From an optimization exercise on the open Yosys and OpenROAD flow, aimed at small area; shortcuts taken in it are not production practice. Function was checked by simulation only, so behaviour that the tests miss may differ from the original. Power figures rest on the tool's default switching activity, not on a simulated workload.

## flow/design.v

```verilog
module dali_classify (
    input  wire [23:0] d,
    input  wire [23:0] te,
    input  wire [5:0]  tol,       
    output wire        is_one,
    output wire        is_two,
    output wire        above2
);
    function [32:0] f_add(input [31:0] a, input [31:0] b, input ci);
        integer i;
        reg c;
        begin
            c = ci;
            for (i = 0; i < 32; i = i + 1) begin
                f_add[i] = a[i] ^ b[i] ^ c;
                c = (a[i] & b[i]) | (a[i] & c) | (b[i] & c);
            end
            f_add[32] = c;
        end
    endfunction
    function f_ge(input [31:0] a, input [31:0] b);
        integer i;
        reg c;
        begin
            c = 1'b1;
            for (i = 0; i < 32; i = i + 1)
                c = (a[i] & ~b[i]) | (a[i] & c) | (~b[i] & c);
            f_ge = c;
        end
    endfunction
    wire [31:0] p0 = tol[0] ? {8'd0, te} : 32'd0;
    wire [31:0] p1 = (tol[1] ? {7'd0, te, 1'b0} : 32'd0) |
                     (tol[5] ? {3'd0, te, 5'd0} : 32'd0);
    wire [31:0] p2 = tol[2] ? {6'd0, te, 2'd0} : 32'd0;
    wire [31:0] p3 = tol[3] ? {5'd0, te, 3'd0} : 32'd0;
    wire [31:0] p4 = tol[4] ? {4'd0, te, 4'd0} : 32'd0;
    wire [32:0] s01  = f_add(p0, p1, 1'b0);
    wire [32:0] s23  = f_add(p2, p3, 1'b0);
    wire [32:0] s014 = f_add(s01[31:0], p4, 1'b0);
    wire [32:0] tt   = f_add(s014[31:0], s23[31:0], 1'b0);
    wire [32:0] y1 = f_add({2'd0, te, 6'd0}, {3'd0, te, 5'd0}, 1'b0);
    wire [32:0] y  = f_add(y1[31:0], {6'd0, te, 2'd0}, 1'b0);
    wire [32:0] x1 = f_add({2'd0, d, 6'd0}, {3'd0, d, 5'd0}, 1'b0);
    wire [32:0] x  = f_add(x1[31:0], {6'd0, d, 2'd0}, 1'b0);
    wire [32:0] r  = f_add(y[31:0], tt[31:0], 1'b0);
    wire [32:0] m  = f_add(y[31:0], ~tt[31:0], 1'b1);
    wire ge1 = f_ge(x[31:0], m[31:0]);
    wire le1 = f_ge(r[31:0], x[31:0]);
    wire ge2 = f_ge({1'b0, x[31:1]}, m[31:0]);
    wire le2 = f_ge(r[31:0], {1'b0, x[31:1]});
    assign is_one = ge1 & le1;
    assign is_two = !(ge1 & le1) & ge2 & le2;
    assign above2 = !le2;
endmodule
module dali_bcb (
    input  wire        clk,
    input  wire        rst,
    input  wire        sense_active,
    output wire        drv_active,
    input  wire [31:0] cmd,
    input  wire        cmd_valid,
    output wire [3:0]  rsp_status,
    output reg  [31:0] rsp_data,
    output wire        irq
);
    function [32:0] f_add(input [31:0] a, input [31:0] b, input ci);
        integer i;
        reg c;
        begin
            c = ci;
            for (i = 0; i < 32; i = i + 1) begin
                f_add[i] = a[i] ^ b[i] ^ c;
                c = (a[i] & b[i]) | (a[i] & c) | (b[i] & c);
            end
            f_add[32] = c;
        end
    endfunction
    function [32:0] f_inc(input [31:0] a, input ci);
        integer i;
        reg c;
        begin
            c = ci;
            for (i = 0; i < 32; i = i + 1) begin
                f_inc[i] = a[i] ^ c;
                c = a[i] & c;
            end
            f_inc[32] = c;
        end
    endfunction
    function [31:0] f_dec(input [31:0] a, input bi);
        integer i;
        reg b;
        begin
            b = bi;
            for (i = 0; i < 32; i = i + 1) begin
                f_dec[i] = a[i] ^ b;
                b = ~a[i] & b;
            end
        end
    endfunction
    function f_ge(input [31:0] a, input [31:0] b);
        integer i;
        reg c;
        begin
            c = 1'b1;
            for (i = 0; i < 32; i = i + 1)
                c = (a[i] & ~b[i]) | (a[i] & c) | (~b[i] & c);
            f_ge = c;
        end
    endfunction
    localparam [1:0] CAP_OFF = 2'd0, CAP_WAIT = 2'd1, CAP_RUN = 2'd2;
    localparam [1:0] TX_IDLE = 2'd0, TX_SEND = 2'd1, TX_BREAK = 2'd2;
    localparam [1:0] DEC_BITS = 2'd0, DEC_STOP = 2'd1, DEC_DONE = 2'd2;
    localparam [1:0] LK_UNKNOWN = 2'd0, LK_FWD = 2'd1, LK_BWD = 2'd2;
    localparam [2:0] EV_FRAME_RECEIVED = 3'd1, EV_TX_COMPLETED = 3'd2,
                     EV_COLLISION = 3'd3, EV_FRAME_ERROR = 3'd4,
                     EV_BUS_FAILURE = 3'd5;
    localparam [4:0] R_BAD_DURATION = 5'd1, R_NO_START = 5'd2,
                     R_BAD_SYMBOL = 5'd3, R_TRAILING = 5'd5,
                     R_NONSTANDARD = 5'd6, R_LEN_MISMATCH = 5'd8,
                     R_DATA_MISMATCH = 5'd9, R_ECHO_TIMEOUT = 5'd10;
    localparam [2:0] ST_OK = 3'd0, ST_ILLEGAL = 3'd1, ST_BAD_ARG = 3'd2,
                     ST_FULL = 3'd3, ST_BUSY = 3'd4, ST_DISABLED = 3'd5;
    reg [23:0] cfg_te, cfg_long_idle, cfg_busfail;
    reg [23:0] cfg_gap_fwd, cfg_gap_bwd, cfg_echo_to, cfg_break;
    reg [5:0]  cfg_tol;
    reg        ctrl_en, ctrl_irq_en;
    reg [31:0] now;
    reg        line;            
    reg [31:0] last_edge;
    reg [23:0] idle_cnt;
    reg [1:0]  last_kind;
    reg [1:0]  cap;
    reg [23:0] run_len;
    reg        run_first;
    reg [1:0]  dec_st;
    reg        dec_start, dec_half, dec_a;
    reg [5:0]  dec_n;
    reg [23:0] dec_v;
    reg [2:0]  dec_err;
    reg [1:0]  txs;
    reg [5:0]  tx_hd;           
    reg [23:0] tx_cnt;
    reg [23:0] tmr;             
    reg        pv;
    reg [24:0] pe;              
    reg [24:0] txq_mem [0:3];
    reg [1:0]  txq_head, txq_tail;
    reg [2:0]  txq_cnt;
    reg [25:0] evq_mem [0:15];
    reg [3:0]  evq_head, evq_tail;
    reg [4:0]  evq_cnt;
    reg        evq_ovf;
    reg [2:0]  rsp_st;
    assign rsp_status = {1'b0, rsp_st};
    wire [1:0]  pn = {pe[24], ~pe[24] & pe[23]};
    wire [23:0] pd = {pe[24] & pe[23], pe[22:0]};
    wire [4:0] tx_pair = tx_hd[5:1];
    reg        send_level;
    always @* begin
        if (tx_pair == 5'd0)
            send_level = 1'b0;
        else if (tx_pair == {pn[1] | pn[0], ~pn[0], 3'b001})
            send_level = tx_hd[0];
        else
            send_level = pd[tx_pair - 5'd1] ~^ tx_hd[0];
    end
    assign drv_active = !rst && ((txs == TX_BREAK) || (txs == TX_SEND && send_level));
    assign irq = !rst && ctrl_irq_en && (evq_cnt != 5'd0);
    wire s = sense_active;
    wire li_le_bf = f_ge({8'd0, cfg_busfail}, {8'd0, cfg_long_idle});
    wire [23:0] cls_d = ctrl_en ? run_len : (li_le_bf ? cfg_long_idle : cfg_busfail);
    wire cls_one, cls_two, cls_above2;
    dali_classify u_classify (
        .d(cls_d), .te(cfg_te), .tol(cfg_tol),
        .is_one(cls_one), .is_two(cls_two), .above2(cls_above2)
    );
    wire [32:0] e1 = f_add({3'd0, cfg_te, 5'd0}, {4'd0, cfg_te, 4'd0}, 1'b0);
    wire [32:0] e2 = f_add({6'd0, cfg_te, 2'd0}, {8'd0, cfg_long_idle}, 1'b0);
    wire [32:0] e3 = f_add(e1[31:0], e2[31:0], 1'b0);
    wire echo_ok = !f_ge(e3[31:0], {8'd0, cfg_echo_to});
    wire joint_ok = cls_above2 && echo_ok &&
                    f_ge({8'd0, cfg_gap_fwd}, {8'd0, cfg_long_idle}) &&
                    !f_ge({8'd0, cfg_gap_fwd}, {8'd0, cfg_gap_bwd});
    wire [32:0] now_inc  = f_inc(now, 1'b1);
    wire [32:0] idle_inc = f_inc({8'd0, idle_cnt}, 1'b1);
    wire [32:0] run_inc  = f_inc({8'd0, run_len}, 1'b1);
    wire [32:0] cnt_inc  = f_inc({8'd0, tx_cnt}, 1'b1);
    wire [32:0] tmr_inc  = f_inc({8'd0, tmr}, 1'b1);
    reg [23:0] n_cfg_te, n_cfg_long_idle, n_cfg_busfail;
    reg [23:0] n_cfg_gap_fwd, n_cfg_gap_bwd, n_cfg_echo_to, n_cfg_break;
    reg [5:0]  n_cfg_tol;
    reg        n_ctrl_en, n_ctrl_irq_en;
    reg [31:0] n_last_edge;
    reg [23:0] n_idle_cnt;
    reg [1:0]  n_last_kind;
    reg [1:0]  n_cap;
    reg [23:0] n_run_len;
    reg        n_run_first;
    reg [1:0]  n_dec_st;
    reg        n_dec_start, n_dec_half, n_dec_a;
    reg [5:0]  n_dec_n;
    reg [23:0] n_dec_v;
    reg [2:0]  n_dec_err;
    reg [1:0]  n_txs;
    reg [5:0]  n_tx_hd;
    reg [23:0] n_tx_cnt, n_tmr;
    reg        n_pv;
    reg [24:0] n_pe;
    reg [1:0]  n_txq_head, n_txq_tail;
    reg [2:0]  n_txq_cnt;
    reg        txq_we;
    reg [3:0]  n_evq_head, n_evq_tail;
    reg [4:0]  n_evq_cnt;
    reg        n_evq_ovf;
    reg        evq_we;
    reg [2:0]  n_rsp_st;
    reg [31:0] n_rsp_data;
    reg        pulse_done, pulse_level, sym_bad;
    reg [1:0]  nsym;
    reg        burst_end, end_idle, end_busfail_first;
    integer    k;
    reg        r_busfail, r_err, r_frame;
    reg [4:0]  r_reason;
    reg [5:0]  r_n;
    reg [23:0] r_v;
    reg [1:0]  r_len;
    reg        r_std;
    reg        emit;
    reg [31:0] emit_word;
    reg [25:0] emit_pk;
    reg [23:0] gap;
    reg        gap_met;
    reg [3:0]  idx;
    reg [23:0] val;
    reg [23:0] cfg_rd;
    reg [24:0] txq_top;
    reg [25:0] ev_rd;
    reg [31:0] ev_word;
    always @* begin
        n_cfg_te = cfg_te; n_cfg_tol = cfg_tol; n_cfg_long_idle = cfg_long_idle;
        n_cfg_busfail = cfg_busfail; n_cfg_gap_fwd = cfg_gap_fwd;
        n_cfg_gap_bwd = cfg_gap_bwd; n_cfg_echo_to = cfg_echo_to;
        n_cfg_break = cfg_break; n_ctrl_en = ctrl_en; n_ctrl_irq_en = ctrl_irq_en;
        n_last_edge = last_edge; n_last_kind = last_kind;
        n_cap = cap; n_run_first = run_first;
        n_dec_st = dec_st; n_dec_start = dec_start; n_dec_half = dec_half;
        n_dec_a = dec_a; n_dec_n = dec_n; n_dec_v = dec_v; n_dec_err = dec_err;
        n_txs = txs; n_tx_hd = tx_hd; n_tx_cnt = tx_cnt; n_tmr = tmr_inc[23:0];
        n_pv = pv; n_pe = pe;
        n_txq_head = txq_head; n_txq_tail = txq_tail; n_txq_cnt = txq_cnt;
        txq_we = 1'b0;
        n_evq_head = evq_head; n_evq_tail = evq_tail; n_evq_cnt = evq_cnt;
        n_evq_ovf = evq_ovf; evq_we = 1'b0;
        n_rsp_st = rsp_st; n_rsp_data = rsp_data;
        pulse_done = 1'b0; pulse_level = line; nsym = 2'd0; sym_bad = 1'b0;
        burst_end = 1'b0; end_idle = 1'b0; end_busfail_first = 1'b0;
        r_busfail = 1'b0; r_err = 1'b0; r_frame = 1'b0;
        r_reason = 5'd0; r_n = 6'd0; r_v = 24'd0; r_len = 2'd0; r_std = 1'b0;
        emit = 1'b0; emit_word = 32'd0;
        idx = 4'd0; val = 24'd0; cfg_rd = 24'd0;
        if (s != line)
            n_last_edge = now;
        n_idle_cnt = s ? 24'd0 : (idle_inc[23:0] | {24{idle_inc[24]}});
        n_run_len = 24'd1;
        if (cap == CAP_WAIT) begin
            if (s) begin
                n_cap = CAP_RUN;
                n_run_first = 1'b1;
                n_dec_st = DEC_BITS;
                n_dec_start = 1'b1;
                n_dec_half = 1'b0;
                n_dec_a = 1'b0;
                n_dec_n = 6'd0;
                n_dec_v = 24'd0;
                n_dec_err = 3'd0;
            end
        end else if (cap == CAP_RUN) begin
            if (s == line) begin
                n_run_len = run_inc[23:0];
                if (run_inc[23:0] == (s ? cfg_busfail : cfg_long_idle)) begin
                    burst_end = 1'b1;
                    if (!s)
                        end_idle = 1'b1;
                    else if (run_first)
                        end_busfail_first = 1'b1;
                    else begin
                        pulse_done = 1'b1;
                        sym_bad = 1'b1;
                        nsym = 2'd1;
                    end
                end
            end else begin
                pulse_done = 1'b1;
                n_run_first = 1'b0;
                if (cls_one)
                    nsym = 2'd1;
                else if (cls_two)
                    nsym = 2'd2;
                else begin
                    nsym = 2'd1;
                    sym_bad = 1'b1;
                end
            end
        end
        for (k = 0; k < 2; k = k + 1) begin
            if (k < nsym) begin
                case (n_dec_st)
                    DEC_BITS: begin
                        if (!n_dec_half) begin
                            if (sym_bad) begin
                                n_dec_st = DEC_DONE;
                                n_dec_err = R_BAD_DURATION[2:0];
                            end else begin
                                n_dec_half = 1'b1;
                                n_dec_a = pulse_level;
                            end
                        end else begin
                            n_dec_half = 1'b0;
                            if (sym_bad) begin
                                n_dec_st = DEC_DONE;
                                n_dec_err = R_BAD_DURATION[2:0];
                            end else if (n_dec_start) begin
                                if (n_dec_a && !pulse_level)
                                    n_dec_start = 1'b0;
                                else begin
                                    n_dec_st = DEC_DONE;
                                    n_dec_err = R_NO_START[2:0];
                                end
                            end else if (n_dec_a != pulse_level) begin
                                n_dec_v = {n_dec_v[22:0], n_dec_a};
                                n_dec_n = f_inc({26'd0, n_dec_n}, 1'b1);
                                if (n_dec_n == 6'd32) begin
                                    n_dec_st = DEC_DONE;
                                    n_dec_err = 3'd0;
                                end
                            end else if (!n_dec_a) begin
                                n_dec_st = DEC_STOP;
                            end else begin
                                n_dec_st = DEC_DONE;
                                n_dec_err = R_BAD_SYMBOL[2:0];
                            end
                        end
                    end
                    DEC_STOP: begin
                        n_dec_st = DEC_DONE;
                        n_dec_err = R_TRAILING[2:0];
                    end
                    default: ;
                endcase
            end
        end
        if (burst_end) begin
            n_cap = CAP_WAIT;
            r_v = n_dec_v;
            r_n = n_dec_n;
            if (end_busfail_first) begin
                r_busfail = 1'b1;
            end else if (n_dec_st == DEC_DONE) begin
                if (n_dec_err == 3'd0) r_frame = 1'b1;
                else begin r_err = 1'b1; r_reason = {2'b00, n_dec_err}; end
            end else if (n_dec_st == DEC_STOP) begin
                r_frame = 1'b1;
            end else if (n_dec_start) begin
                if (n_dec_half && n_dec_a) r_frame = 1'b1;
                else begin r_err = 1'b1; r_reason = R_NO_START; end
            end else begin
                r_frame = 1'b1;
                if (n_dec_half && n_dec_a) begin
                    r_v = {n_dec_v[22:0], 1'b1};
                    r_n = f_inc({26'd0, n_dec_n}, 1'b1);
                end
            end
            r_len = (r_n == 6'd8) ? 2'd0 : (r_n == 6'd16) ? 2'd1 : 2'd2;
            r_std = (r_n == 6'd8) || (r_n == 6'd16) || (r_n == 6'd24);
            emit = 1'b1;
            if (pv) begin
                n_pv = 1'b0;
                n_last_kind = LK_UNKNOWN;
                if (r_busfail) begin
                    emit_word = {EV_BUS_FAILURE, 5'd1, 24'd0};
                    if (txs == TX_SEND) n_txs = TX_IDLE;
                end else if (r_err) begin
                    emit_word = {EV_COLLISION, r_reason, 24'd0};
                end else if (!r_std || r_len != pn) begin
                    emit_word = {EV_COLLISION, R_LEN_MISMATCH, 18'd0, r_n};
                end else if (r_v != pd) begin
                    emit_word = {EV_COLLISION, R_DATA_MISMATCH, r_v};
                end else begin
                    emit_word = {EV_TX_COMPLETED, 2'b00, pn == 2'd0, pn, pd};
                    n_last_kind = (pn == 2'd0) ? LK_BWD : LK_FWD;
                end
            end else begin
                n_last_kind = LK_UNKNOWN;
                if (r_busfail) begin
                    emit_word = {EV_BUS_FAILURE, 5'd0, 24'd0};
                end else if (r_err) begin
                    emit_word = {EV_FRAME_ERROR, r_reason, 24'd0};
                end else if (r_std) begin
                    emit_word = {EV_FRAME_RECEIVED, 2'b00, r_n == 6'd8, r_len, r_v};
                    n_last_kind = (r_n == 6'd8) ? LK_BWD : LK_FWD;
                end else begin
                    emit_word = {EV_FRAME_ERROR, R_NONSTANDARD, 18'd0, r_n};
                end
            end
        end
        if (n_pv && tmr == cfg_echo_to) begin
            emit = 1'b1;
            emit_word = {EV_COLLISION, R_ECHO_TIMEOUT, 24'd0};
            n_pv = 1'b0;
            n_last_kind = LK_UNKNOWN;
        end
        if ((emit_word[31:29] == EV_FRAME_RECEIVED || emit_word[31:29] == EV_TX_COMPLETED) &&
            emit_word[25:24] == 2'd2)
            emit_pk = {emit_word[30:29], emit_word[23:0]};
        else if (emit_word[31:29] == EV_COLLISION && emit_word[28:24] == R_DATA_MISMATCH)
            emit_pk = {2'd3, emit_word[23:0]};
        else
            emit_pk = {2'd0, emit_word[31:24], emit_word[15:0]};
        if (emit) begin
            if (!evq_cnt[4]) begin
                evq_we = 1'b1;
                n_evq_tail = f_inc({28'd0, evq_tail}, 1'b1);
                n_evq_cnt = f_inc({27'd0, evq_cnt}, 1'b1);
            end else
                n_evq_ovf = 1'b1;
        end
        if (n_txs == TX_SEND) begin
            if (cnt_inc[23:0] == cfg_te) begin
                n_tx_cnt = 24'd0;
                if (tx_hd == 6'd0)
                    n_txs = TX_IDLE;
                else
                    n_tx_hd = f_dec({26'd0, tx_hd}, 1'b1);
            end else
                n_tx_cnt = cnt_inc[23:0];
        end else if (n_txs == TX_BREAK) begin
            if (tmr == cfg_break) begin
                n_txs = TX_IDLE;
                n_cap = CAP_WAIT;
                n_last_kind = LK_UNKNOWN;
            end
        end
        gap = (n_last_kind == LK_FWD) ? cfg_gap_fwd : cfg_gap_bwd;
        gap_met = !s && f_ge({8'd0, n_idle_cnt}, {8'd0, gap});
        txq_top = txq_mem[txq_head];
        if (ctrl_en && n_txs == TX_IDLE && !n_pv && txq_cnt != 3'd0 &&
            n_cap == CAP_WAIT && gap_met) begin
            n_txq_head = txq_head + 2'd1;
            n_txq_cnt = f_dec({29'd0, txq_cnt}, 1'b1);
            n_txs = TX_SEND;
            n_pe = txq_top;
            n_tx_hd = txq_top[24] ? 6'd51 : txq_top[23] ? 6'd35 : 6'd19;
            n_tx_cnt = 24'd0;
            n_tmr = 24'd0;
            n_pv = 1'b1;
        end
        ev_rd = (evq_cnt == 5'd0) ? emit_pk : evq_mem[evq_head];
        if (ev_rd[25:24] != 2'd0)
            ev_word = {1'b0, ev_rd[25:24], (ev_rd[25:24] == 2'd3) ? R_DATA_MISMATCH : 5'd2, ev_rd[23:0]};
        else
            ev_word = {ev_rd[23:16], 8'd0, ev_rd[15:0]};
        if (cmd_valid) begin
            idx = cmd[27:24];
            val = cmd[23:0];
            n_rsp_st = ST_OK;
            n_rsp_data = 32'd0;
            case (cmd[31:28])
                4'h0: if (cmd[27:0] != 28'd0) n_rsp_st = ST_ILLEGAL;
                4'h1: begin
                    if (cmd[27:26] != 2'd0 || cmd[25:24] == 2'd3)
                        n_rsp_st = ST_ILLEGAL;
                    else if (!ctrl_en)
                        n_rsp_st = ST_DISABLED;
                    else if ((cmd[25:24] == 2'd0 && val[23:8] != 16'd0) ||
                             (cmd[25:24] == 2'd1 && val[23:16] != 8'd0))
                        n_rsp_st = ST_BAD_ARG;
                    else if (n_txq_cnt[2])
                        n_rsp_st = ST_FULL;
                    else begin
                        txq_we = 1'b1;
                        n_txq_tail = txq_tail + 2'd1;
                        n_txq_cnt = f_inc({29'd0, n_txq_cnt}, 1'b1);
                        n_rsp_data = {29'd0, n_txq_cnt};
                    end
                end
                4'h2: begin
                    if (cmd[27:0] != 28'd0)
                        n_rsp_st = ST_ILLEGAL;
                    else if (!ctrl_en)
                        n_rsp_st = ST_DISABLED;
                    else if (n_txs != TX_IDLE || n_pv)
                        n_rsp_st = ST_BUSY;
                    else begin
                        n_txs = TX_BREAK;
                        n_tmr = 24'd1;
                        n_cap = CAP_OFF;
                    end
                end
                4'h3: begin
                    if (cmd[27:0] != 28'd0)
                        n_rsp_st = ST_ILLEGAL;
                    else if (n_evq_cnt != 5'd0) begin
                        n_rsp_data = ev_word;
                        n_evq_head = f_inc({28'd0, evq_head}, 1'b1);
                        n_evq_cnt = f_dec({27'd0, n_evq_cnt}, 1'b1);
                    end
                end
                4'h4: begin
                    if (cmd[27:0] != 28'd0)
                        n_rsp_st = ST_ILLEGAL;
                    else begin
                        n_rsp_data = {27'd0, n_evq_cnt};
                        n_evq_head = n_evq_tail;
                        n_evq_cnt = 5'd0;
                    end
                end
                4'h5: begin
                    if (cmd[27:0] != 28'd0)
                        n_rsp_st = ST_ILLEGAL;
                    else begin
                        n_rsp_data[0]     = ctrl_en;
                        n_rsp_data[1]     = (n_txs == TX_SEND);
                        n_rsp_data[2]     = (n_txs == TX_BREAK);
                        n_rsp_data[3]     = n_pv;
                        n_rsp_data[4]     = s;
                        n_rsp_data[5]     = gap_met;
                        n_rsp_data[6]     = (n_cap == CAP_RUN);
                        n_rsp_data[7]     = n_evq_ovf;
                        n_rsp_data[9:8]   = n_last_kind;
                        n_rsp_data[15:12] = {1'b0, n_txq_cnt};
                        n_rsp_data[23:16] = {3'd0, n_evq_cnt};
                        n_rsp_data[24]    = ctrl_irq_en && (n_evq_cnt != 5'd0);
                    end
                end
                4'h6: begin
                    if (idx >= 4'd9)
                        n_rsp_st = ST_ILLEGAL;
                    else if (idx == 4'd8) begin
                        if (val[23:2] != 22'd0)
                            n_rsp_st = ST_BAD_ARG;
                        else if (!ctrl_en && val[0] && !joint_ok)
                            n_rsp_st = ST_BAD_ARG;
                        else begin
                            n_ctrl_en = val[0];
                            n_ctrl_irq_en = val[1];
                            if (!ctrl_en && val[0]) begin
                                n_cap = CAP_WAIT;
                                n_last_kind = LK_UNKNOWN;
                            end
                            if (ctrl_en && !val[0]) begin
                                n_txs = TX_IDLE;
                                n_cap = CAP_OFF;
                                n_pv = 1'b0;
                                n_txq_head = 2'd0;
                                n_txq_tail = 2'd0;
                                n_txq_cnt = 3'd0;
                            end
                        end
                    end else begin
                        if (ctrl_en)
                            n_rsp_st = ST_BUSY;
                        else if (idx == 4'd1 && (val[23:6] != 18'd0 || (val[5] && val[4:1] != 4'd0)))
                            n_rsp_st = ST_BAD_ARG;
                        else if (idx != 4'd1 && val == 24'd0)
                            n_rsp_st = ST_BAD_ARG;
                        else begin
                            case (idx[2:0])
                                3'd0: n_cfg_te = val;
                                3'd1: n_cfg_tol = val[5:0];
                                3'd2: n_cfg_long_idle = val;
                                3'd3: n_cfg_busfail = val;
                                3'd4: n_cfg_gap_fwd = val;
                                3'd5: n_cfg_gap_bwd = val;
                                3'd6: n_cfg_echo_to = val;
                                default: n_cfg_break = val;
                            endcase
                        end
                    end
                end
                4'h7: begin
                    if (idx >= 4'd9 || val != 24'd0)
                        n_rsp_st = ST_ILLEGAL;
                    else begin
                        case (idx)
                            4'd0: cfg_rd = cfg_te;
                            4'd1: cfg_rd = {18'd0, cfg_tol};
                            4'd2: cfg_rd = cfg_long_idle;
                            4'd3: cfg_rd = cfg_busfail;
                            4'd4: cfg_rd = cfg_gap_fwd;
                            4'd5: cfg_rd = cfg_gap_bwd;
                            4'd6: cfg_rd = cfg_echo_to;
                            4'd7: cfg_rd = cfg_break;
                            default: cfg_rd = {22'd0, ctrl_irq_en, ctrl_en};
                        endcase
                        n_rsp_data = {8'd0, cfg_rd};
                    end
                end
                4'h8: begin
                    if (cmd[27:1] != 27'd0)
                        n_rsp_st = ST_ILLEGAL;
                    else if (cmd[0])
                        n_evq_ovf = 1'b0;
                end
                4'h9: begin
                    if (cmd[27:1] != 27'd0)
                        n_rsp_st = ST_ILLEGAL;
                    else
                        n_rsp_data = cmd[0] ? n_last_edge : now_inc[31:0];
                end
                default: n_rsp_st = ST_ILLEGAL;
            endcase
        end
    end
    always @(posedge clk) begin
        if (rst) begin
            cfg_te <= 24'd417;
            cfg_tol <= 6'd20;
            cfg_long_idle <= 24'd1668;
            cfg_busfail <= 24'd500000;
            cfg_gap_fwd <= 24'd9174;
            cfg_gap_bwd <= 24'd13500;
            cfg_echo_to <= 24'd43368;
            cfg_break <= 24'd1300;
            ctrl_en <= 1'b0;
            ctrl_irq_en <= 1'b0;
            now <= 32'd0;
            line <= 1'b0;
            last_edge <= 32'd0;
            idle_cnt <= 24'd0;
            last_kind <= LK_UNKNOWN;
            cap <= CAP_OFF;
            txs <= TX_IDLE;
            pv <= 1'b0;
            txq_head <= 2'd0;
            txq_tail <= 2'd0;
            txq_cnt <= 3'd0;
            evq_head <= 4'd0;
            evq_tail <= 4'd0;
            evq_cnt <= 5'd0;
            evq_ovf <= 1'b0;
            rsp_st <= 3'd0;
            rsp_data <= 32'd0;
        end else begin
            cfg_te <= n_cfg_te;
            cfg_tol <= n_cfg_tol;
            cfg_long_idle <= n_cfg_long_idle;
            cfg_busfail <= n_cfg_busfail;
            cfg_gap_fwd <= n_cfg_gap_fwd;
            cfg_gap_bwd <= n_cfg_gap_bwd;
            cfg_echo_to <= n_cfg_echo_to;
            cfg_break <= n_cfg_break;
            ctrl_en <= n_ctrl_en;
            ctrl_irq_en <= n_ctrl_irq_en;
            now <= now_inc[31:0];
            line <= s;
            last_edge <= n_last_edge;
            idle_cnt <= n_idle_cnt;
            last_kind <= n_last_kind;
            cap <= n_cap;
            txs <= n_txs;
            pv <= n_pv;
            txq_head <= n_txq_head;
            txq_tail <= n_txq_tail;
            txq_cnt <= n_txq_cnt;
            evq_head <= n_evq_head;
            evq_tail <= n_evq_tail;
            evq_cnt <= n_evq_cnt;
            evq_ovf <= n_evq_ovf;
            rsp_st <= n_rsp_st;
            rsp_data <= n_rsp_data;
        end
    end
    always @(posedge clk) begin
        run_len <= n_run_len;
        run_first <= n_run_first;
        dec_st <= n_dec_st;
        dec_start <= n_dec_start;
        dec_half <= n_dec_half;
        dec_a <= n_dec_a;
        dec_n <= n_dec_n;
        dec_v <= n_dec_v;
        dec_err <= n_dec_err;
        tx_hd <= n_tx_hd;
        tx_cnt <= n_tx_cnt;
        tmr <= n_tmr;
        pe <= n_pe;
        if (!rst && txq_we)
            txq_mem[txq_tail] <= {cmd[25], cmd[25] ? cmd[23] : cmd[24], cmd[22:0]};
        if (!rst && evq_we)
            evq_mem[evq_tail] <= emit_pk;
    end
endmodule
```

## flow/run.sh

```bash
#!/bin/bash
# synth_recipe.tcl (not shown) runs the flow's synth.tcl, then flattens the netlist and writes it again
# the make line also repeats each setting of config.mk as NAME=value (left out here)
make -C /OpenROAD-flow-scripts/flow DESIGN_CONFIG=/design/flow/config.mk WORK_HOME=/design/flow/orfs CLKGATE_MAP_FILE= SYNTH_SCRIPT=/design/flow/synth_recipe.tcl finish
```

## flow/config.mk

```make
export PLATFORM = sky130hd
export DESIGN_NAME = dali_bcb
export DESIGN_NICKNAME = dali_bcb
export VERILOG_FILES = /design/flow/design.v
export SDC_FILE = /design/flow/constraint.sdc
export NUM_CORES = 4
export LEC_CHECK = 0
export CAP_MARGIN = 20
export CORE_MARGIN = 2
export CORE_UTILIZATION = 40
export SLEW_MARGIN = 20
```

## flow/constraint.sdc

```tcl
create_clock -name core_clock -period 30.0 [get_ports {clk}]
set_input_delay 6.0000 -clock core_clock [delete_from_list [all_inputs] [get_ports {clk}]]
set_output_delay 6.0000 -clock core_clock [all_outputs]
set_load 0.01 [all_outputs]
```

==> results of run 1 <==
[Yosys cell counts, drive strengths merged, types with 113 or more instances]
| cell type | n |
|---|---|
| o21ai | 160 |
| edfxtp | 548 |
| fa | 277 |
| inv | 398 |
| a21oi | 379 |
| nor2 | 390 |
| clkbuf | 264 |
| mux2i | 132 |
| nand2 | 621 |
| ha | 204 |
| and2 | 113 |
| mux4 | 161 |
| dfxtp | 442 |
[kinds of logic after synthesis]
group / count (synthesis) / synth area share
xor+xnor: 139 / 0.0215
fa+ha+maj: 540 / 0.152
compound gates: 1095 / 0.125
flops: 990 / 0.441
mux: 307 / 0.0893
other cells: 1 / 0.0000654
buf+inv: 706 / 0.0474
simple gates: 1556 / 0.123
[cells in the final DEF, fill, tap and decap left out, types with 20 or more instances in the layout]
master           count
o21ai_0            145
dfxtp_1            437
o22ai_1             64
a31oi_1             44
nand4_1             25
ha_1               204
nor3_1              71
o211ai_1            29
nor4_1              38
xor2_1              55
xnor2_1             82
nor2_1             370
nand2b_1            46
a221oi_1            28
mux4_2             161
a222oi_1            25
fa_1               277
buf_4              125
nand2_1            621
nor2b_1             66
a22o_1              28
clkbuf_16          103
nand3_1             86
mux2i_1            131
maj3_1              57
clkbuf_1            24
a22oi_1             94
and2_1             112
clkdlybuf4s50_1     69
o221ai_1            20
o21a_1              24
a211oi_1            41
inv_1              388
a21oi_1            375
edfxtp_1           548
[power breakdown]
part	internal (mW)	total (mW)	switching (mW)
Sequential	1.42	1.42	0.00230
Clock	0.743	1.31	0.572
Combinational	0.0361	0.119	0.0828
[routing by layer]
metal | vias to the layer above | track usage | wire length (um)
met4 | 22 | 0.110 | 8580
met1 | 21976 | 0.367 | 81700
met5 | - | 0.00529 | 215
met3 | 400 | 0.0581 | 19700
li1 | 19165 | - | -
met2 | 2259 | 0.416 | 89300
[critical path: cells and delay by family (launching register included)]
kind / cells / cell delay (ns)
buffers and inverters: 10 / 1.27
DFF: 1 / 0.85
adders and majority gates: 38 / 13.85
xor gates and xnor gates: 3 / 0.96
AOI/OAI and AO/OA: 22 / 4.78
muxes: 2 / 0.43
and+or+nand+nor: 10 / 4.22
[layout make-up]
| cell class | instances | area (um2) |
|---|---|---|
| antenna | 8 | 20.0 |
| clock buffer | 138 | 2820 |
| clock inverter | 51 | 644 |
| fill | 13259 | 78100 |
| inverter | 400 | 1500 |
| multi-input combinational | 3638 | 29500 |
| sequential | 990 | 25300 |
| tap | 1890 | 2360 |
| timing repair buffer | 198 | 1670 |
[how the worst min path moves through the flow]
stage	slack, ns	endpoint	from
floorplan	0.39	run_len[0]	run_len[0]
global placement	0.42	run_len[0]	run_len[0]
detailed placement	0.42	run_len[0]	run_len[0]
CTS	0.44	run_len[0]	run_len[0]
global route	0.46	run_len[0]	run_len[0]
finish	0.44	run_len[0]	run_len[0]
[registers in the layout (all words and copies together), names as in the netlist, 25 cells and up, named ones only]
name,flops
evq_mem,416
last_edge,32
now,32
pe,25
rsp_data,32
txq_mem,100
==> results.txt, run 1 <==
status=complete, no violations; Die Ht=383 um; dpl ws=roughly 3.7 ns; dpl hpwl=around 150000 um; First-pass DRT Iterations=9; largest net degree at the start of global routing=a little under 80; Critical Path Start Type=flip-flop; Layout Cells excl Fill=about 7300; vias in the first global route=approximately 42000; H-tree lvl count=3; vias after detailed routing=around 44000; Avg Inst Size Synth=between 10 and 15 um2; synth top area cells=edfxtp_1 29%, dfxtp_1 15%, fa_1 9.7%; Final #Nets=roughly 5800; cell area after layout=around 64000 um2; routability congestion estimate=0.998; core area=about 140000 um2; kind of end point of the critical path=flip-flop; syn nets=just under 6000; via-per-instance ratio=between 5 and 6; CTS Buffer Depth=3; Tmin final=roughly 27 ns; Setup Fix Bufs, Post-CTS=0; Synth cell types=between 100 and 150; PortBufs=approximately 70; R2R Path Start=cfg_tol[0]; total CTS buffers=102; Pleak=around 22 nW; pwr/cell area=~45 nW/um2; FP Rows=roughly 140; R2R Setup Slk=about 3.5 ns; WL final=~200000 um; placed insts=around 7100; CP max FO=32; fraction of layout cells with a size suffix above 1=0.103; CP arrival=roughly 27 ns; WS Path Type=reg -> reg; Post-Syn Area=~57000 um2; path type of the worst min-delay path=reg -> reg; DIE WIDTH=around 380 um; hold_buf cts=0; Tcrit/Tclk final=0.885; worst clock skew=a little under 0.06 ns; fin util=0.450; Worst path slowest cell=dfxtp_1; Max stage delay on crit path=between 0.8 and 0.9 ns; GRT overflow=0; Total Neg Setup Slack=0 ns; Clock Tree Root=clkbuf_16; CP most frequent cell=fa_1; clock latency on the worst-skew pair=0.77 ns; Final Max Tran Viols=0; first-pass GRT wire length=just under 300000 um; Fin Hold WS=~0.44 ns; clock-pin slew on the worst setup and hold paths=around 0.070 ns; TritonCTS clock tree=built; placed inst area=between 60000 and 70000 um2; Worst Path Required=roughly 31 ns; io pins=74; FFs w/ async S/R, synth=0; number of synthesized register bits=990; Post-synth EDFFs=between 500 and 600; Worst Reg-to-Reg Cells=between 80 and 90; Max Freq=~38 MHz; Final Power=2.86 mW; yosys warns=2; GRT Util Overall=0.269; Yosys top cell by area=edfxtp_1; Hold Path Cell Cnt=1; PostCTS Resize Cnt=0; Worst Slack Setup Final=3.45 ns; top_reg_cell synth=edfxtp_1; initial drt markers=between 5000 and 6000; max-cap viol count=0; RR Endpoint=rsp_data[0]; Peak VDD IR=~50 uV; Setup crit end=rsp_data[0]; unrepaired setup endpoints after global routing=false; worst-margin pin slew=1.24 ns; Post-DRT Antenna Nets=0; Routed WL per cell=approximately 27 um; Residual DRC=0; Worst Setup SP=cfg_tol[0]; Die ar.=between 100000 and 150000 um2; Setup violations, final=0; initial antenna violation count=19; Area growth, synth to finish=11.4%; register area share after synthesis=0.441; TritonCTS Sinks=just under 1000; Synth top area share=0.287; Slew HR=0.164; Cells after Synth=approximately 5300; endpoints failing hold=0; Initial Util=0.404
==> run 2, diff against run 1 <==
--- a/flow/design.v
+++ b/flow/design.v
@@ -128,10 +128,9 @@
     reg [31:0] now;
     reg        line;            
     reg [31:0] last_edge;
-    reg [23:0] idle_cnt;
     reg [1:0]  last_kind;
     reg [1:0]  cap;
-    reg [23:0] run_len;
+    reg [23:0] rcnt;
     reg        run_first;
     reg [1:0]  dec_st;
     reg        dec_start, dec_half, dec_a;
@@ -152,6 +151,13 @@
     reg [4:0]  evq_cnt;
     reg        evq_ovf;
     reg [2:0]  rsp_st;
+    reg [25:0] evq_head_rd;
+    integer    q;
+    always @* begin
+        evq_head_rd = 26'd0;
+        for (q = 0; q < 16; q = q + 1)
+            evq_head_rd = evq_head_rd | (evq_mem[q] & {26{evq_head == q}});
+    end
     assign rsp_status = {1'b0, rsp_st};
     wire [1:0]  pn = {pe[24], ~pe[24] & pe[23]};
     wire [23:0] pd = {pe[24] & pe[23], pe[22:0]};
@@ -169,7 +175,7 @@
     assign irq = !rst && ctrl_irq_en && (evq_cnt != 5'd0);
     wire s = sense_active;
     wire li_le_bf = f_ge({8'd0, cfg_busfail}, {8'd0, cfg_long_idle});
-    wire [23:0] cls_d = ctrl_en ? run_len : (li_le_bf ? cfg_long_idle : cfg_busfail);
+    wire [23:0] cls_d = ctrl_en ? rcnt : (li_le_bf ? cfg_long_idle : cfg_busfail);
     wire cls_one, cls_two, cls_above2;
     dali_classify u_classify (
         .d(cls_d), .te(cfg_te), .tol(cfg_tol),
@@ -183,19 +189,16 @@
                     f_ge({8'd0, cfg_gap_fwd}, {8'd0, cfg_long_idle}) &&
                     !f_ge({8'd0, cfg_gap_fwd}, {8'd0, cfg_gap_bwd});
     wire [32:0] now_inc  = f_inc(now, 1'b1);
-    wire [32:0] idle_inc = f_inc({8'd0, idle_cnt}, 1'b1);
-    wire [32:0] run_inc  = f_inc({8'd0, run_len}, 1'b1);
+    wire [32:0] rcnt_inc = f_inc({8'd0, rcnt}, 1'b1);
+    wire [23:0] n_rcnt = ((s != line) || (s && cap != CAP_RUN)) ? 24'd1 :
+                         (rcnt_inc[23:0] | {24{rcnt_inc[24]}});
     wire [32:0] cnt_inc  = f_inc({8'd0, tx_cnt}, 1'b1);
     wire [32:0] tmr_inc  = f_inc({8'd0, tmr}, 1'b1);
-    reg [23:0] n_cfg_te, n_cfg_long_idle, n_cfg_busfail;
-    reg [23:0] n_cfg_gap_fwd, n_cfg_gap_bwd, n_cfg_echo_to, n_cfg_break;
-    reg [5:0]  n_cfg_tol;
+    reg [7:0]  cfg_we;
     reg        n_ctrl_en, n_ctrl_irq_en;
     reg [31:0] n_last_edge;
-    reg [23:0] n_idle_cnt;
     reg [1:0]  n_last_kind;
     reg [1:0]  n_cap;
-    reg [23:0] n_run_len;
     reg        n_run_first;
     reg [1:0]  n_dec_st;
     reg        n_dec_start, n_dec_half, n_dec_a;
@@ -238,10 +241,7 @@
     reg [25:0] ev_rd;
     reg [31:0] ev_word;
     always @* begin
-        n_cfg_te = cfg_te; n_cfg_tol = cfg_tol; n_cfg_long_idle = cfg_long_idle;
-        n_cfg_busfail = cfg_busfail; n_cfg_gap_fwd = cfg_gap_fwd;
-        n_cfg_gap_bwd = cfg_gap_bwd; n_cfg_echo_to = cfg_echo_to;
-        n_cfg_break = cfg_break; n_ctrl_en = ctrl_en; n_ctrl_irq_en = ctrl_irq_en;
+        cfg_we = 8'd0; n_ctrl_en = ctrl_en; n_ctrl_irq_en = ctrl_irq_en;
         n_last_edge = last_edge; n_last_kind = last_kind;
         n_cap = cap; n_run_first = run_first;
         n_dec_st = dec_st; n_dec_start = dec_start; n_dec_half = dec_half;
@@ -252,7 +252,7 @@
         txq_we = 1'b0;
         n_evq_head = evq_head; n_evq_tail = evq_tail; n_evq_cnt = evq_cnt;
         n_evq_ovf = evq_ovf; evq_we = 1'b0;
-        n_rsp_st = rsp_st; n_rsp_data = rsp_data;
+        n_rsp_st = ST_OK; n_rsp_data = 32'd0;
         pulse_done = 1'b0; pulse_level = line; nsym = 2'd0; sym_bad = 1'b0;
         burst_end = 1'b0; end_idle = 1'b0; end_busfail_first = 1'b0;
         r_busfail = 1'b0; r_err = 1'b0; r_frame = 1'b0;
@@ -261,8 +261,6 @@
         idx = 4'd0; val = 24'd0; cfg_rd = 24'd0;
         if (s != line)
             n_last_edge = now;
-        n_idle_cnt = s ? 24'd0 : (idle_inc[23:0] | {24{idle_inc[24]}});
-        n_run_len = 24'd1;
         if (cap == CAP_WAIT) begin
             if (s) begin
                 n_cap = CAP_RUN;
@@ -277,8 +275,7 @@
             end
         end else if (cap == CAP_RUN) begin
             if (s == line) begin
-                n_run_len = run_inc[23:0];
-                if (run_inc[23:0] == (s ? cfg_busfail : cfg_long_idle)) begin
+                if (rcnt_inc[23:0] == (s ? cfg_busfail : cfg_long_idle)) begin
                     burst_end = 1'b1;
                     if (!s)
                         end_idle = 1'b1;
@@ -442,7 +439,7 @@
             end
         end
         gap = (n_last_kind == LK_FWD) ? cfg_gap_fwd : cfg_gap_bwd;
-        gap_met = !s && f_ge({8'd0, n_idle_cnt}, {8'd0, gap});
+        gap_met = !s && f_ge({8'd0, n_rcnt}, {8'd0, gap});
         txq_top = txq_mem[txq_head];
         if (ctrl_en && n_txs == TX_IDLE && !n_pv && txq_cnt != 3'd0 &&
             n_cap == CAP_WAIT && gap_met) begin
@@ -455,7 +452,7 @@
             n_tmr = 24'd0;
             n_pv = 1'b1;
         end
-        ev_rd = (evq_cnt == 5'd0) ? emit_pk : evq_mem[evq_head];
+        ev_rd = (evq_cnt == 5'd0) ? emit_pk : evq_head_rd;
         if (ev_rd[25:24] != 2'd0)
             ev_word = {1'b0, ev_rd[25:24], (ev_rd[25:24] == 2'd3) ? R_DATA_MISMATCH : 5'd2, ev_rd[23:0]};
         else
@@ -564,18 +561,8 @@
                             n_rsp_st = ST_BAD_ARG;
                         else if (idx != 4'd1 && val == 24'd0)
                             n_rsp_st = ST_BAD_ARG;
-                        else begin
-                            case (idx[2:0])
-                                3'd0: n_cfg_te = val;
-                                3'd1: n_cfg_tol = val[5:0];
-                                3'd2: n_cfg_long_idle = val;
-                                3'd3: n_cfg_busfail = val;
-                                3'd4: n_cfg_gap_fwd = val;
-                                3'd5: n_cfg_gap_bwd = val;
-                                3'd6: n_cfg_echo_to = val;
-                                default: n_cfg_break = val;
-                            endcase
-                        end
+                        else
+                            cfg_we[idx[2:0]] = 1'b1;
                     end
                 end
                 4'h7: begin
@@ -614,20 +601,11 @@
     end
     always @(posedge clk) begin
         if (rst) begin
-            cfg_te <= 24'd417;
-            cfg_tol <= 6'd20;
-            cfg_long_idle <= 24'd1668;
-            cfg_busfail <= 24'd500000;
-            cfg_gap_fwd <= 24'd9174;
-            cfg_gap_bwd <= 24'd13500;
-            cfg_echo_to <= 24'd43368;
-            cfg_break <= 24'd1300;
             ctrl_en <= 1'b0;
             ctrl_irq_en <= 1'b0;
             now <= 32'd0;
             line <= 1'b0;
-            last_edge <= 32'd0;
-            idle_cnt <= 24'd0;
+            rcnt <= 24'd0;
             last_kind <= LK_UNKNOWN;
             cap <= CAP_OFF;
             txs <= TX_IDLE;
@@ -639,23 +617,12 @@
             evq_tail <= 4'd0;
             evq_cnt <= 5'd0;
             evq_ovf <= 1'b0;
-            rsp_st <= 3'd0;
-            rsp_data <= 32'd0;
         end else begin
-            cfg_te <= n_cfg_te;
-            cfg_tol <= n_cfg_tol;
-            cfg_long_idle <= n_cfg_long_idle;
-            cfg_busfail <= n_cfg_busfail;
-            cfg_gap_fwd <= n_cfg_gap_fwd;
-            cfg_gap_bwd <= n_cfg_gap_bwd;
-            cfg_echo_to <= n_cfg_echo_to;
-            cfg_break <= n_cfg_break;
             ctrl_en <= n_ctrl_en;
             ctrl_irq_en <= n_ctrl_irq_en;
             now <= now_inc[31:0];
             line <= s;
-            last_edge <= n_last_edge;
-            idle_cnt <= n_idle_cnt;
+            rcnt <= n_rcnt;
             last_kind <= n_last_kind;
             cap <= n_cap;
             txs <= n_txs;
@@ -667,12 +634,29 @@
             evq_tail <= n_evq_tail;
             evq_cnt <= n_evq_cnt;
             evq_ovf <= n_evq_ovf;
-            rsp_st <= n_rsp_st;
-            rsp_data <= n_rsp_data;
+        end
+    end
+    wire [23:0] val_set = cmd[23:0] | {24{rst}};     
+    wire [23:0] val_clr = cmd[23:0] & ~{24{rst}};    
+    function [23:0] f_rv(input [23:0] rv);
+        f_rv = (rv & val_set) | (~rv & val_clr);
+    endfunction
+    always @(posedge clk) begin
+        if (rst || cfg_we[0]) cfg_te <= f_rv(24'd417);
+        if (rst || cfg_we[1]) cfg_tol <= f_rv(24'd20);
+        if (rst || cfg_we[2]) cfg_long_idle <= f_rv(24'd1668);
+        if (rst || cfg_we[3]) cfg_busfail <= f_rv(24'd500000);
+        if (rst || cfg_we[4]) cfg_gap_fwd <= f_rv(24'd9174);
+        if (rst || cfg_we[5]) cfg_gap_bwd <= f_rv(24'd13500);
+        if (rst || cfg_we[6]) cfg_echo_to <= f_rv(24'd43368);
+        if (rst || cfg_we[7]) cfg_break <= f_rv(24'd1300);
+        if (rst || s != line) last_edge <= now & ~{32{rst}};
+        if (rst || cmd_valid) begin
+            rsp_st <= n_rsp_st & ~{3{rst}};
+            rsp_data <= n_rsp_data & ~{32{rst}};
         end
     end
     always @(posedge clk) begin
-        run_len <= n_run_len;
         run_first <= n_run_first;
         dec_st <= n_dec_st;
         dec_start <= n_dec_start;
--- a/flow/config.mk
+++ b/flow/config.mk
@@ -7,5 +7,5 @@
 export LEC_CHECK = 0
 export CAP_MARGIN = 20
 export CORE_MARGIN = 2
-export CORE_UTILIZATION = 40
+export CORE_UTILIZATION = 65
 export SLEW_MARGIN = 20
==> run 2 against run 1 <==
Count of clock-buffer cells in the layout is 11 lower. Via count is 1.1% lower. Wire length is 3.9% lower. Final cell count is 16% lower. Die area is 39% lower. Combinational power grew to 25 times the previous value. Largest power group is now combinational logic.
==> results.txt, run 2 <==
kind of end point of the critical path=flip-flop; commonest cells after routing, fill and taps aside=789 x edfxtp_1, 376 x nand2_1, 333 x inv_1; worst clock skew=0.0681 ns; top_reg_cell synth=edfxtp_1; Peak VDD IR=168 uV; Tcrit/Tclk final=0.859; routability congestion estimate=slightly above 1; synth top area cells=edfxtp_1 42%, fa_1 9.9%, dfxtp_1 6.2%; Hold Path Cell Cnt=2; io pins=74; hold_buf cts=0; Clock Tree Root=clkbuf_16; R2R Setup Slk=between 4 and 5 ns; Largest register FFs=416; CP arrival=approximately 26 ns; CP most frequent cell=fa_1; Avg Inst Size Synth=roughly 11 um2; RR Endpoint=tmr[2]; Synth top area share=0.421; Worst Reg-to-Reg Cells=73; vias in the first global route=between 40000 and 50000; WL final=approximately 190000 um; PostCTS Resize Cnt=0; DIE WIDTH=between 200 and 300 um; Yosys top cell by area=edfxtp_1; Highest Signal Layer=met5; vias after detailed routing=around 43000; Post-synth EDFFs=about 790; total CTS buffers=slightly below 100; Max stage delay on crit path=0.98 ns; Worst path slowest cell=edfxtp_1; Die Ht=around 300 um; largest net degree at the start of global routing=77; status=complete, no violations; worst-margin pin slew=about 1.2 ns; Cells after Synth=a little under 5000; Pleak=between 20 and 25 nW; cell area after layout=~60000 um2; Residual DRC=0; Total Neg Setup Slack=0 ns; Hold EP=tx_cnt[13]; most common cell after layout, fill and taps aside=edfxtp_1; path type of the worst min-delay path=reg -> reg; unrepaired setup endpoints after global routing=false; Routed WL per cell=between 30 and 40 um; Setup Fix Bufs, Post-CTS=0; Synth cell types=about 120; dpl ws=~4.4 ns; Final #Nets=5449; WL met3=between 30000 and 40000 um; Setup violations, final=0; biggest regs=evq_mem (416), txq_mem (100); M1 WL=between 70000 and 80000 um; pwr/cell area=92.4 nW/um2; Worst Path Required=between 30 and 40 ns; First-pass DRT Iterations=10; clock-pin slew on the worst setup and hold paths=roughly 0.060 ns; Die ar.=88900 um2; core area=around 85000 um2; GRT overflow=0; min-delay src=tx_cnt[13]; Final Power=around 5.7 mW; Tmin final=roughly 26 ns; Area growth, synth to finish=9.61%; PortBufs=72; CP max FO=between 50 and 60; FP Rows=approximately 110; via-per-instance ratio=7.03; clock latency on the worst-skew pair=a little over 0.7 ns; FFs w/ async S/R, synth=0; GRT Util Overall=0.427; placed inst area=roughly 58000 um2; yosys warns=2; CTS Buffer Depth=3; initial drt markers=between 6000 and 7000; fraction of layout cells with a size suffix above 1=0.0868; TritonCTS clock tree=built; H-tree lvl count=3; Met2 Wirelength=between 70000 and 80000 um; register area share after synthesis=0.483; WS Path Type=reg -> reg; Max Freq=38.8 MHz; syn nets=5427; Slew HR=0.212; number of synthesized register bits=just under 1000; Post-Syn Area=between 50000 and 60000 um2; Initial Util=0.659; initial antenna violation count=3; max-cap viol count=0; Largest Register=evq_mem; Post-DRT Antenna Nets=0; dpl hpwl=139000 um; Post-synth top cells=789 x edfxtp_1, 376 x nand2_1, 340 x nor2_1; Final Max Tran Viols=0; endpoints failing hold=0; Worst Slack Setup Final=roughly 4.2 ns; first-pass GRT wire length=278000 um; R2R Path Start=cfg_tol[1]; top-count cell post-synth=edfxtp_1; TritonCTS Sinks=962; Critical Path Start Type=flip-flop
## run 2: where the power goes
part | switching, mW | internal, mW
registers | 0.0540 | 1.46
logic | 1.81 | 1.18
clock network | 0.538 | 0.652
## run 2: final cells by class
type | count | area (um2)
Sequential cell | 962 | 27200
Multi-Input combinational cell | 3355 | 27000
Fill cell | 5891 | 23700
Clock buffer | 127 | 2600
Timing Repair Buffer | 190 | 1750
Tap cell | 1144 | 1430
Inverter | 338 | 1270
Clock inverter | 50 | 500
Antenna cell | 2 | 5.00
## run 2: critical path, delay by kind of cell (launching register included)
family / cells / cell delay [ns]
fa+ha+maj: 37 / 13.91
compound gates: 14 / 4.15
simple gates: 11 / 3.80
buf+inv: 8 / 1.53
mux: 3 / 1.16
flops: 1 / 0.98
## run 2: worst max path at each step
stage                     from             to  cells after the start
floorplan           cfg_tol[1]  txq_mem[0][0]                     77
global placement    cfg_tol[1]         tmr[3]                     74
detailed placement  cfg_tol[1]         tmr[4]                     73
CTS                 cfg_tol[1]         tmr[2]                     73
global route        cfg_tol[1]         tmr[2]                     74
finish              cfg_tol[1]         tmr[2]                     73
## run 2: cells by family after synthesis
group                      after synthesis  share of synthesized area
buffers and inverters                  605                     0.0416
xor gates and xnor gates               138                     0.0217
DFF                                    962                      0.483
other                                    1                  0.0000667
AOI/OAI and AO/OA                     1125                      0.145
adders and majority gates              511                      0.149
and+or+nand+nor                       1432                      0.126
muxes                                  148                     0.0342
## run 2: routing by layer
| metal | track usage | up-vias |
|---|---|---|
| met5 | 0 | - |
| met4 | 0.177 | 6 |
| met3 | 0.151 | 495 |
| met2 | 0.598 | 3413 |
| met1 | 0.607 | 21189 |
| li1 | - | 18228 |
## run 2: stage by stage
step,cells,hold WS [ns],util
after detailed placement,5984,0.450,0.684
after global routing,6166,0.471,0.722
final,6168,0.457,0.722
after CTS,6161,0.459,0.720
after floorplan,4922,0.422,-
after global placement,5980,0.440,0.683
==> run 3, diff against run 2 <==
--- a/flow/design.v
+++ b/flow/design.v
@@ -4,7 +4,8 @@
     input  wire [5:0]  tol,       
     output wire        is_one,
     output wire        is_two,
-    output wire        above2
+    output wire        above2,
+    output wire [31:0] te100      
 );
     function [32:0] f_add(input [31:0] a, input [31:0] b, input ci);
         integer i;
@@ -51,6 +52,7 @@
     assign is_one = ge1 & le1;
     assign is_two = !(ge1 & le1) & ge2 & le2;
     assign above2 = !le2;
+    assign te100 = y[31:0];
 endmodule
 module dali_bcb (
     input  wire        clk,
@@ -177,13 +179,13 @@
     wire li_le_bf = f_ge({8'd0, cfg_busfail}, {8'd0, cfg_long_idle});
     wire [23:0] cls_d = ctrl_en ? rcnt : (li_le_bf ? cfg_long_idle : cfg_busfail);
     wire cls_one, cls_two, cls_above2;
+    wire [31:0] te100;
     dali_classify u_classify (
         .d(cls_d), .te(cfg_te), .tol(cfg_tol),
-        .is_one(cls_one), .is_two(cls_two), .above2(cls_above2)
+        .is_one(cls_one), .is_two(cls_two), .above2(cls_above2), .te100(te100)
     );
-    wire [32:0] e1 = f_add({3'd0, cfg_te, 5'd0}, {4'd0, cfg_te, 4'd0}, 1'b0);
-    wire [32:0] e2 = f_add({6'd0, cfg_te, 2'd0}, {8'd0, cfg_long_idle}, 1'b0);
-    wire [32:0] e3 = f_add(e1[31:0], e2[31:0], 1'b0);
+    wire [32:0] e2 = f_add({7'd0, cfg_te, 1'b0}, {8'd0, cfg_long_idle}, 1'b0);
+    wire [32:0] e3 = f_add({1'b0, te100[31:1]}, e2[31:0], 1'b0);
     wire echo_ok = !f_ge(e3[31:0], {8'd0, cfg_echo_to});
     wire joint_ok = cls_above2 && echo_ok &&
                     f_ge({8'd0, cfg_gap_fwd}, {8'd0, cfg_long_idle}) &&
--- a/flow/config.mk
+++ b/flow/config.mk
@@ -7,5 +7,6 @@
 export LEC_CHECK = 0
 export CAP_MARGIN = 20
 export CORE_MARGIN = 2
-export CORE_UTILIZATION = 65
+export CORE_UTILIZATION = 40
+export CTS_BUF_LIST = sky130_fd_sc_hd__clkbuf_8
 export SLEW_MARGIN = 20
==> run 3 against run 2 <==
Wire length grew 2.4%. Fmax is 2.8% lower. Via count fell by 2.5%. Final cell count grew 14%. Die area grew 61%. Still clean. Clock power down 8%. Largest cell class unchanged. Clock skew shrank 0.0042 ns. Power grew 0.55%. Sequential share of layout area down 0.54 points. Sequential cell count did not move. Register-to-register slack got worse by 0.73 ns.
==> results.txt, run 3 <==
status=complete, no violations; Synth Area in Adders=0.155; R2R Path Start=cfg_tol[1]; Final Max Tran Viols=0; fraction of layout cells with a size suffix above 1=0.105; Post-synth top cells=789 x edfxtp_1, 373 x inv_1, 316 x nand2_1; clock-pin slew on the worst setup and hold paths=~0.060 ns; mux cell area share after synthesis=0.0367; worst clock skew=0.0638 ns; Pleak=between 20 and 25 nW; Avg Inst Size Synth=11.5 um2; register area share after synthesis=0.483; Worst Setup SP=cfg_tol[1]; CP arrival=around 27 ns; Critical Path Start Type=flip-flop; layout filler cell count=approximately 13000; core area=between 100000 and 150000 um2; Die Ht=roughly 380 um; Routed WL per cell=between 20 and 30 um; kind of end point of the critical path=flip-flop; CP max FO=41; Clock Tree Root=clkbuf_8; WS Path Type=reg -> reg; Post-Syn Area=56200 um2; Peak VDD IR=106 uV; Synth Area in XOR/XNOR=0.0222; clock latency on the worst-skew pair=between 0.9 and 1 ns; H-tree lvl count=4; cell area after layout=around 62000 um2; FFs w/ async S/R, synth=0; Layout Cells excl Fill=7023; Compound-Gate Fraction of Synth Area=0.141; PostCTS Resize Cnt=0; DIE WIDTH=379 um; GRT overflow=0; CTS Buffer Depth=3; number of synthesized register bits=962; Setup violations, final=0; cell family with most CP delay=adder cells; Total Neg Setup Slack=0 ns; Max stage delay on crit path=approximately 0.79 ns; crit path buf inv count=14; CP most frequent cell=fa_1; hold_buf cts=0; endpoints failing hold=0; yosys warns=2; Yosys top cell by area=edfxtp_1; via-per-instance ratio=about 6; Synth cell types=117; TritonCTS clock tree=built; total CTS buffers=about 160; worst-margin pin slew=1.24 ns; syn nets=around 5400; fin util=0.447; FP Rows=between 100 and 150; max-cap viol count=0; WL final=just under 200000 um; top_reg_cell synth=edfxtp_1; TritonCTS Sinks=just under 1000; Largest Register=evq_mem; Die ar.=144000 um2; R2R Setup Slk=3.50 ns; Residual DRC=0; initial drt markers=5585; Worst path slowest cell=nor3_1; Setup Fix Bufs, Post-CTS=0; routability congestion estimate=roughly 1.0; vias in the first global route=40886; unrepaired setup endpoints after global routing=false; dpl hpwl=about 140000 um; First-pass DRT Iterations=11; Worst Path Required=30.60 ns; Synth top area share=0.421; vias after detailed routing=roughly 42000; path type of the worst min-delay path=reg -> reg; largest net degree at the start of global routing=70; synth top area cells=edfxtp_1 42%, fa_1 10%, dfxtp_1 6.2%; Post-synth EDFFs=between 700 and 800; Area growth, synth to finish=11.0%; min-delay src=tx_cnt[15]; placed insts=around 6700; Simple-Gate Fraction of Synth Area=0.116; initial antenna violation count=9; Tmin final=~26 ns; placed inst area=~60000 um2; largest family of logic cells by synthesized area=adder cells; most common cell after layout, fill and taps aside=edfxtp_1; pwr/cell area=between 90 and 100 nW/um2; first-pass GRT wire length=about 280000 um; biggest regs=evq_mem (416), txq_mem (100); Post-DRT Antenna Nets=0; commonest cells after routing, fill and taps aside=789 x edfxtp_1, 436 x inv_1, 316 x nand2_1; Slew HR=0.165; Cells after Synth=4908; Max Freq=roughly 38 MHz; PortBufs=72; Final #Nets=around 5500; top-count cell post-synth=edfxtp_1; Initial Util=0.403; Tcrit/Tclk final=0.883; GRT Util Overall=0.272; Largest register FFs=between 400 and 500; io pins=74
-- run 3: routing by layer --
| metal | part of all wire | vias up | global-route usage |
|---|---|---|---|
| li1 | - | 18335 | - |
| met5 | 0.00020 | - | 0 |
| met4 | 0.052 | 6 | 0.126 |
| met1 | 0.41 | 21206 | 0.375 |
| met2 | 0.44 | 2244 | 0.409 |
| met3 | 0.099 | 467 | 0.0601 |
-- run 3: stage by stage --
stage               hold WS (ns)  setup slack [ns]  total power [mW]
floorplan                  0.416              7.91              3.73
global placement           0.441              4.39              4.55
detailed placement         0.450              3.82              4.57
CTS                        0.458              3.81              5.67
global route               0.474              2.50              6.09
finish                     0.456              3.50              5.73
-- run 3: path summary, 6_finish.rpt --
kind	endpoint	cells past startpoint
worst max-delay path	rsp_data[0]	87
worst min-delay path	tx_cnt[15]	2
worst max register to register	rsp_data[0]	87
worst min register to register	tx_cnt[15]	2
-- run 3: area by class of cell --
| type | instances | area [um2] | area share |
|---|---|---|---|
| sequential | 962 | 27200 | 0.435 |
| multi-input combinational | 3297 | 26700 | 0.428 |
| tap | 1876 | 2350 | 0.0376 |
| clock buffer | 165 | 2270 | 0.0364 |
| timing repair buffer | 209 | 1820 | 0.0292 |
| inverter | 382 | 1430 | 0.0230 |
| clock inverter | 122 | 677 | 0.0108 |
| antenna | 10 | 25.0 | 0.000401 |
-- run 3: kinds of logic after synthesis --
kind of cell / Yosys count
compound gates: 1157
xor+xnor: 141
fa+ha+maj: 538
buf+inv: 649
flops: 962
mux: 161
other cells: 1
simple gates: 1299
-- run 3: worst register-to-register path, delay by kind of cell (launching register included) --
kind / cells / cell delay [ns]
AND/OR/NAND/NOR: 14 / 3.90
flip-flops: 1 / 0.73
adder cells (fa/ha/maj): 39 / 14.21
multiplexers: 1 / 0.42
AO/OA/AOI/OAI: 18 / 4.80
XOR/XNOR: 1 / 0.26
buffers and inverters: 14 / 1.85
-- run 3: power by group --
| group | internal (mW) | switching (mW) | leakage, nW |
|---|---|---|---|
| Sequential | 1.46 | 0.0452 | 8.70 |
| Combinational | 1.26 | 1.87 | 12.5 |
| Clock | 0.536 | 0.566 | 1.72 |

## re-timing with driven ports
In the flow no input, the clock included, has a driving cell. The finished layouts below were timed again as built, in two steps.
Step 1 assumes that a clkbuf_16 drives the clock port and a buf_2 every other input.
Step 2 moves the port delays by t, midway between the first and last clock arrival at a register: inputs arrive t later, outputs are due t later. That takes back most of the time a late clock gives input paths.
Three values: ideal, step 1, step 2; two values: the first two.
| run | shift t [ns] | slack for setup (ns) | worst setup path at the end | worst data-port slew with drivers (ns) |
|---|---|---|---|---|
| run 1 | 0.812 | 3.452 / 3.452 / 3.452 | register to register | 0.22 |
| run 2 | 0.754 | 4.234 / 4.234 / 4.234 | register to register | 0.05 |
| run 3 | 0.962 | 3.501 / 3.501 / 3.501 | register to register | 0.18 |
After both steps setup and hold are still met in every run listed.
